Background: an optimization exercise with open tools, aiming at small area. Do not read the settings as production practice.
In this exercise RTL edits were held to simulation tests only and were not proved equivalent to the original.

exp/amber:
## fsk_rx
module fsk_rx (
    input  wire        clk,
    input  wire        rst,           
    input  wire        in_valid,
    input  wire [15:0] in_i,
    input  wire [15:0] in_q,
    output reg         db_valid,
    output reg  [7:0]  db_level,
    output reg  [31:0] db_maxsq,
    output reg         hit_valid,
    output reg         byte_valid,
    output reg  [7:0]  byte_data,
    output reg         byte_first,
    output reg         byte_last
);
For scale: roughly 2,900 cells after synthesis, about 0.024 mm² of cells after synthesis.
Settings: LEC_CHECK=0, CAP_MARGIN=20, CORE_MARGIN=2, CORE_UTILIZATION=40, SLEW_MARGIN=20; clock period 12.0 ns.
standard.sh (not shown) runs the stock make flow with config.mk's settings and CLKGATE_MAP_FILE= SYNTH_SCRIPT=/design/flow/synth_recipe.tcl, a recipe that flattens the netlist after the stock synthesis.
==> flow/flow/run.sh <==
#!/bin/bash
# Standard layout, with two changes:
#  - after the standard synthesis, flow/polarity.py removes the inverters
#    Yosys leaves between full adders (same function, same registers);
#  - ports are buffered with sky130_fd_sc_hd__buf_1.
set -euo pipefail
RES=$(sed -n 's/.*WORK_HOME=\([^ ]*\).*/\1/p' standard.sh | head -1)/results/$FLOW_PLATFORM/fsk_rx/base
LIB=$FLOW_HOME/platforms/$FLOW_PLATFORM/lib/sky130_fd_sc_hd__tt_025C_1v80.lib
bash standard.sh synth > synth.log 2>&1
cp "$RES/1_2_yosys.v" yosys_standard.v
python3 flow/polarity.py "$LIB" yosys_standard.v yosys_polarity.v > polarity.log 2>&1
cp yosys_polarity.v "$RES/1_2_yosys.v"
rm -f "$RES/1_synth.odb" "$RES/1_synth.sdc"
bash standard.sh "BUFFER_PORTS_ARGS=-buffer_cell sky130_fd_sc_hd__buf_1" \
  "CTS_ARGS=-sink_clustering_enable -repair_clock_nets -dont_use_dummy_load -buf_list sky130_fd_sc_hd__clkbuf_8" \
  finish > layout.log 2>&1
Other scripts of this flow, unchanged in this note and not shown: flow/flow/polarity.py
What exp/willow does differently from exp/amber at the input level:
- CORE_UTILIZATION now 60, was 40
[summary]
exp/willow | stages: all done | timing, DRC, antenna: all pass. Worst stage delay on the critical path down 60 ps in exp/willow wrt exp/amber. exp/willow ended with less post-layout instance count excluding filler cells than exp/amber. Die area delta (exp/willow − exp/amber): favourable. Looking at length of the first detailed-routing pass in iterations across exp/willow and exp/amber, the one that comes out higher is exp/willow. Delta (exp/willow minus exp/amber): signal arrival time at the worst endpoint went down, first-pass GRT wire length went down, instance count on the critical path did not really move. exp/willow and exp/amber ended up with nearly the same final net count.
> inputs changed (exp/willow -> exp/lagoon)
- changing SLEW_MARGIN from 20 to 0
- changing CAP_MARGIN from 20 to 0
- changing CORE_UTILIZATION from 60 to 40
## What came out
Of exp/lagoon and exp/willow, it is exp/lagoon that has the higher minimum clock period after layout. Number of standard cells in the layout, taps in and fillers out: exp/lagoon > exp/willow. Measured against each other, exp/lagoon and exp/willow differ in final cycle utilization of the critical path, the lower figure coming from exp/willow. Per the comparison of exp/lagoon with exp/willow, detailed-route wire length on metal 1 went up 11%; area of placed instances went up 380 µm². exp/lagoon gives more wire length of the first global-routing pass than exp/willow did. exp/lagoon supports a lower top clock frequency than exp/willow. NOTE final cell area excluding filler cells exp/willow->exp/lagoon increased slightly.
diff inputs: exp/lagoon => exp/onyx
- SLEW_MARGIN now 20, was 0
- CAP_MARGIN now 20, was 0
-- flow/flow/run.sh --
<<< exp/lagoon, line 13
rm -f "$RES/1_synth.odb" "$RES/1_synth.sdc"
bash standard.sh "BUFFER_PORTS_ARGS=-buffer_cell sky130_fd_sc_hd__buf_1" \
  "CTS_ARGS=-sink_clustering_enable -repair_clock_nets -dont_use_dummy_load -buf_list sky130_fd_sc_hd__clkbuf_8" \
  finish > layout.log 2>&1
>>> exp/onyx, line 13
rm -f "$RES/1_synth.odb" "$RES/1_synth.sdc"
bash standard.sh "BUFFER_PORTS_ARGS=-buffer_cell sky130_fd_sc_hd__buf_1" finish > layout.log 2>&1
Findings:
- Min worst hold slack across all endpoints across exp/onyx and exp/lagoon: exp/lagoon
- From exp/lagoon to exp/onyx the numbers moved as follows: summed instance area of the synthesized netlist barely changed.
- When exp/onyx is set beside exp/lagoon, its fmax turns out to be 1.3% larger.
- exp/onyx: time the final worst path needs with I/O delays and setup 150 ps below exp/lagoon
- Between exp/onyx and exp/lagoon, the difference in total length of routed wires is negligible.

---

fsk_rx again, from the RTL that the note above started with.
clock: 12.0 ns
lec_check: 0
cap_margin: 20
core_margin: 2
core_utilization: 40
slew_margin: 20
==> flow/flow/run.sh <==
#!/bin/bash
# Standard layout, with these changes:
#  - the standard synthesis's netlist is improved before floorplanning:
#    flow/polarity.py removes the inverters Yosys leaves between full adders,
#    flow/remap.sh re-maps the logic between registers and adder cells with
#    ABC's area mapper, and polarity.py runs again on the result.  The
#    registers, their names and cell types are unchanged; flow/simcheck.py
#    compares each result with the standard netlist on random patterns, and
#    the flow falls back to the last good netlist if anything differs;
#  - ports are buffered with sky130_fd_sc_hd__buf_1;
#  - the clock tree uses sky130_fd_sc_hd__clkbuf_8 and no dummy loads.
set -uo pipefail
RES=$(sed -n 's/.*WORK_HOME=\([^ ]*\).*/\1/p' standard.sh | head -1)/results/$FLOW_PLATFORM/fsk_rx/base
LIB=$FLOW_HOME/platforms/$FLOW_PLATFORM/lib/sky130_fd_sc_hd__tt_025C_1v80.lib
export SIMCHECK_LIB=$LIB
bash standard.sh synth > synth.log 2>&1 || exit 1
cp "$RES/1_2_yosys.v" yosys_standard.v

flops() { grep -E "^\s*sky130_fd_sc_hd__(dfxtp|edfxtp|dfrtp|dfstp|sdf|dfbb|dfxbp|dfrbp|dlx|dlr)" "$1" | awk '{print $1, $2}' | sort | md5sum; }
good() {  # good NEW: same registers and same function as the standard netlist
  [[ -s "$1" ]] && [[ "$(flops "$1")" == "$(flops yosys_standard.v)" ]] &&
    python3 flow/simcheck.py yosys_standard.v "$1" 4096 >> simcheck.log 2>&1
}
best=yosys_standard.v
python3 flow/polarity.py "$LIB" yosys_standard.v yosys_pol1.v > polarity1.log 2>&1 &&
  good yosys_pol1.v && best=yosys_pol1.v
bash flow/remap.sh "$LIB" "$best" yosys_remap.v remap > remap.log 2>&1 &&
  good yosys_remap.v &&
  python3 flow/polarity.py "$LIB" yosys_remap.v yosys_pol2.v > polarity2.log 2>&1 &&
  good yosys_pol2.v && best=yosys_pol2.v
echo "netlist used: $best" | tee netlist_used.log
cp "$best" "$RES/1_2_yosys.v"
rm -f "$RES/1_synth.odb" "$RES/1_synth.sdc"
bash standard.sh "BUFFER_PORTS_ARGS=-buffer_cell sky130_fd_sc_hd__buf_1" \
  "CTS_ARGS=-sink_clustering_enable -repair_clock_nets -dont_use_dummy_load -buf_list sky130_fd_sc_hd__clkbuf_8" \
  finish > layout.log 2>&1
==> flow/flow/cellmap.py <==
import re,sys
LIB=sys.argv[1]; used=set(re.findall(r'^\s*(sky130_fd_sc_hd__\w+)\s', open(sys.argv[2]).read(), re.M))
lib=open(LIB).read()
skip=('fa_','ha_','df','edf','sdf','dl','conb','tap','fill','decap')
out=[]
for m in re.finditer(r'cell \("(sky130_fd_sc_hd__\w+)"\)\s*\{', lib):
    name=m.group(1)
    if name not in used or any(name.startswith('sky130_fd_sc_hd__'+s) for s in skip): continue
    end=lib.find('\n    cell ("', m.end()); body=lib[m.end():end]
    ins=[]; outs={}
    for pm in re.finditer(r'pin \("(\w+)"\)\s*\{(.*?)\n        \}', body, re.S):
        fm=re.search(r'function\s*:\s*"([^"]*)"', pm.group(2))
        dm=re.search(r'direction\s*:\s*"?(\w+)', pm.group(2))
        if fm: outs[pm.group(1)]=fm.group(1)
        elif dm and dm.group(1)=='input': ins.append(pm.group(1))
    if len(outs)!=1: continue
    (o,f),=outs.items()
    e=f.replace('!','~').replace('*','&').replace('+','|')
    out.append("module %s(%s);\n%s\n  output %s;\n  assign %s = %s;\nendmodule\n"%(name, ", ".join(ins+[o]), "\n".join("  input %s;"%i for i in ins), o, o, e))
open(sys.argv[3],'w').write("".join(out))
==> flow/flow/remap.sh <==
#!/bin/bash
# usage: remap.sh lib in.v out.v workdir
# Re-maps the combinational logic of a mapped netlist with ABC's area
# mapper.  Flip-flops, full and half adders and tie cells are kept as they
# are (same instances, same names); every other cell is turned back into
# its logic function first.
set -euo pipefail
LIB=$1; IN=$2; OUT=$3; W=$4
mkdir -p "$W"
python3 "$(dirname "$0")/cellmap.py" "$LIB" "$IN" "$W/cellmap.v"
DU=""
PLAT_CFG=${FLOW_HOME:-/OpenROAD-flow-scripts/flow}/platforms/${FLOW_PLATFORM:-sky130hd}/config.mk
DONT_USE_LIST=$(sed -n '/DONT_USE_CELLS/,/^$/p' "$PLAT_CFG" | grep -o 'sky130_fd_sc_hd__[A-Za-z0-9_]*' | tr '\n' ' ')
for c in $DONT_USE_LIST; do DU="$DU -dont_use $c"; done
cat > "$W/remap.ys" <<EOS
read_liberty -lib $LIB
read_verilog $IN
read_verilog -overwrite $W/cellmap.v
hierarchy -top ${FLOW_TOP:-fsk_rx}
flatten
techmap
opt -fast
abc -liberty $LIB $DU -D $(python3 -c "print(int(float('${FLOW_PERIOD_NS:-12}')*1000))") -script +strash;dch;amap;topo;stime,-c;dnsize,-c
setundef -zero
hilomap -singleton -hicell sky130_fd_sc_hd__conb_1 HI -locell sky130_fd_sc_hd__conb_1 LO
splitnets
opt_clean -purge
insbuf -buf sky130_fd_sc_hd__buf_4 A X
stat -liberty $LIB
write_verilog -noattr -nohex -nodec $OUT
EOS
yosys -q -l "$W/remap.log" -p "script $W/remap.ys" > /dev/null
Other scripts of this flow, unchanged in this note and not shown: flow/flow/polarity.py, flow/flow/simcheck.py
Rerun with:
--- a/flow/flow/cellmap.py
+++ b/flow/flow/cellmap.py
@@ -4 +4,2 @@
-skip=('fa_','ha_','df','edf','sdf','dl','conb','tap','fill','decap')
+import os
+skip=tuple(os.environ.get('REMAP_KEEP','fa_').split())+('df','edf','sdf','dl','conb','tap','fill','decap')
@@ -16,4 +17,4 @@
-    if len(outs)!=1: continue
-    (o,f),=outs.items()
-    e=f.replace('!','~').replace('*','&').replace('+','|')
-    out.append("module %s(%s);\n%s\n  output %s;\n  assign %s = %s;\nendmodule\n"%(name, ", ".join(ins+[o]), "\n".join("  input %s;"%i for i in ins), o, o, e))
+    if not outs: continue
+    os_=sorted(outs)
+    body="".join("  output %s;\n  assign %s = %s;\n"%(o,o,outs[o].replace('!','~').replace('*','&').replace('+','|')) for o in os_)
+    out.append("module %s(%s);\n%s\n%sendmodule\n"%(name, ", ".join(ins+os_), "\n".join("  input %s;"%i for i in ins), body))
--- a/flow/flow/remap.sh
+++ b/flow/flow/remap.sh
@@ -4 +4 @@
-# mapper.  Flip-flops, full and half adders and tie cells are kept as they
+# mapper (three rounds).  Flip-flops, full adders and tie cells are kept as they
@@ -23 +23 @@
-abc -liberty $LIB $DU -D $(python3 -c "print(int(float('${FLOW_PERIOD_NS:-12}')*1000))") -script +strash;dch;amap;topo;stime,-c;dnsize,-c
+abc -liberty $LIB $DU -D $(python3 -c "print(int(float('${FLOW_PERIOD_NS:-12}')*1000))") -script +${REMAP_SCRIPT:-strash;dch;amap;strash;dch;amap;strash;dch;amap;topo;dnsize,-c}
=> The changed run passed the timing, design-rule and antenna checks. Die area came out lower by 10%. Global-route usage came out higher by 1.5 points.
Rerun with:
--- a/flow/flow/run.sh
+++ b/flow/flow/run.sh
@@ -9,0 +10,2 @@
+#    flow/unbuf.py then drops the buffers synthesis put in front of output
+#    ports (the layout's own port buffers replace them);
@@ -30,0 +33,2 @@
+python3 flow/unbuf.py "$best" yosys_unbuf.v > unbuf.log 2>&1 &&
+  good yosys_unbuf.v && best=yosys_unbuf.v
==> flow/flow/unbuf.py (new file) <==
#!/usr/bin/env python3
"""Drop the buffers Yosys's insbuf put between a cell output and an output
port: the driving cell then drives the port net directly (the port still
gets its own buffer from the layout flow's buffer_ports).

usage: unbuf.py in.v out.v
"""
import re
import sys

src = open(sys.argv[1]).read()
cell_re = re.compile(r"^(\s*)(sky130_fd_sc_hd__\w+)\s+(\S+)\s*\((.*?)\);\n", re.S | re.M)
pin_re = re.compile(r"\.(\w+)\(\s*(.*?)\s*\)\s*(?:,|$)", re.S)

outs, ins = set(), set()
for m in re.finditer(r"^\s*(input|output)\s+(\[\d+:\d+\]\s*)?(\S+?)\s*;", src, re.M):
    (outs if m.group(1) == "output" else ins).add(m.group(3))


def port_of(n):
    return n.split("[")[0].strip()


cells = []
for m in cell_re.finditer(src):
    pins = dict((p, n.strip()) for p, n in pin_re.findall(m.group(4)))
    cells.append([m.group(2), m.group(3), pins, m.span()])

uses = {}
for c in cells:
    for n in c[2].values():
        uses[n] = uses.get(n, 0) + 1

rename = {}
drop = set()
for i, (typ, name, pins, _) in enumerate(cells):
    if re.match(r"sky130_fd_sc_hd__buf_\d+$", typ) and set(pins) == {"A", "X"}:
        a, x = pins["A"], pins["X"]
        if port_of(x) in outs and port_of(a) not in outs and port_of(a) not in ins \
                and a not in rename and not a.startswith("1'"):
            rename[a] = x
            drop.add(i)


def esc(n):
    return n + " " if n.startswith("\\") else n


out = []
last = 0
for i, (typ, name, pins, span) in enumerate(cells):
    out.append(src[last:span[0]])
    last = span[1]
    if i in drop:
        continue
    body = ",\n".join("    .%s(%s)" % (p, esc(rename.get(n, n))) for p, n in pins.items())
    out.append("  %s %s (\n%s\n  );\n" % (typ, name, body))
out.append(src[last:])
open(sys.argv[2], "w").write("".join(out))
sys.stderr.write("unbuf: %d port buffers dropped\n" % len(drop))
GPL_TIMING_DRIVEN = 0   (was unset)
Outcome: Routed wire length drops by 1.8%; global-route usage stays flat; setup slack gets worse by 0.43 ns; design area is about the same; worst hold slack gets better by 0.023 ns; final cell count is lower by 2.2%; sequential cell count does not change; critical path depth is lower by 10.
Rerun with:
--- a/flow/flow/remap.sh
+++ b/flow/flow/remap.sh
@@ -4 +4 @@
-# mapper (three rounds).  Flip-flops, full adders and tie cells are kept as they
+# mapper (four rounds).  Flip-flops, full adders and tie cells are kept as they
@@ -23 +23 @@
-abc -liberty $LIB $DU -D $(python3 -c "print(int(float('${FLOW_PERIOD_NS:-12}')*1000))") -script +${REMAP_SCRIPT:-strash;dch;amap;strash;dch;amap;strash;dch;amap;topo;dnsize,-c}
+abc -liberty $LIB $DU -D $(python3 -c "print(int(float('${FLOW_PERIOD_NS:-12}')*1000))") -script +${REMAP_SCRIPT:-strash;dch;amap;strash;dch;amap;strash;dch;amap;strash;dch;amap;topo;dnsize,-c}
GPL_TIMING_DRIVEN = unset   (was 0)
What happened: The new run passed the timing, design-rule and antenna checks. Via count climbs slightly. Wire length climbs by a few percent. Critical path depth climbs by 11. Design area climbs slightly. Clock skew is about the same. Synthesized area drops slightly.

what the ideal ports hide:
The results above use ideal ports. As a check the final layouts listed here were re-extracted and re-timed, cells and wires unchanged. Step 1 (the two cells are an assumption about what drives the block):
set clk [get_ports {clk}]
set_driving_cell -lib_cell sky130_fd_sc_hd__clkbuf_16 $clk
set_driving_cell -lib_cell sky130_fd_sc_hd__buf_2 [delete_from_list [all_inputs] $clk]
Step 2, shift: input delay + t, output delay - t, t = (earliest + latest rising clock arrival at the registers) / 2. This alone moves slack from input paths to output paths. Three values: ideal, step 1, step 2; two values: the first two.
| run | t, ns | setup slack, ns | hold slack, ns | pins driven straight from the clock port |
|---|---|---|---|---|
| exp/amber | 0.562 | 0.668 / 0.617 / 0.860 | 0.409 / 0.409 / 0.409 | 1 |
| exp/willow | 0.542 | 1.071 / 1.010 / 0.875 | 0.421 / 0.421 / 0.421 | 1 |
| exp/lagoon | 0.561 | 0.673 / 0.622 / 0.859 | 0.409 / 0.409 / 0.409 | 1 |
| exp/onyx | 0.523 | 0.819 / 0.762 / 0.840 | 0.420 / 0.420 / 0.420 | 1 |
| the first run of note 2 | 0.585 | 0.625 / 0.563 / 0.297 | 0.430 / 0.430 / 0.430 | 1 |
| the second run of note 2 | 0.532 | 0.827 / 0.771 / 0.291 | 0.395 / 0.395 / 0.395 | 1 |
| the third run of note 2 | 0.540 | 0.397 / 0.438 / -0.102 | 0.418 / 0.418 / 0.418 | 1 |
| the fourth run of note 2 | 0.587 | 0.591 / 0.538 / 0.197 | 0.408 / 0.408 / 0.408 | 1 |
With both steps, setup timing fails in the third run of note 2, where it was met with ideal ports. The setup slack of the second run of note 2, which loses most, moves by -0.056 ns with the drivers and by -0.536 ns with both steps.
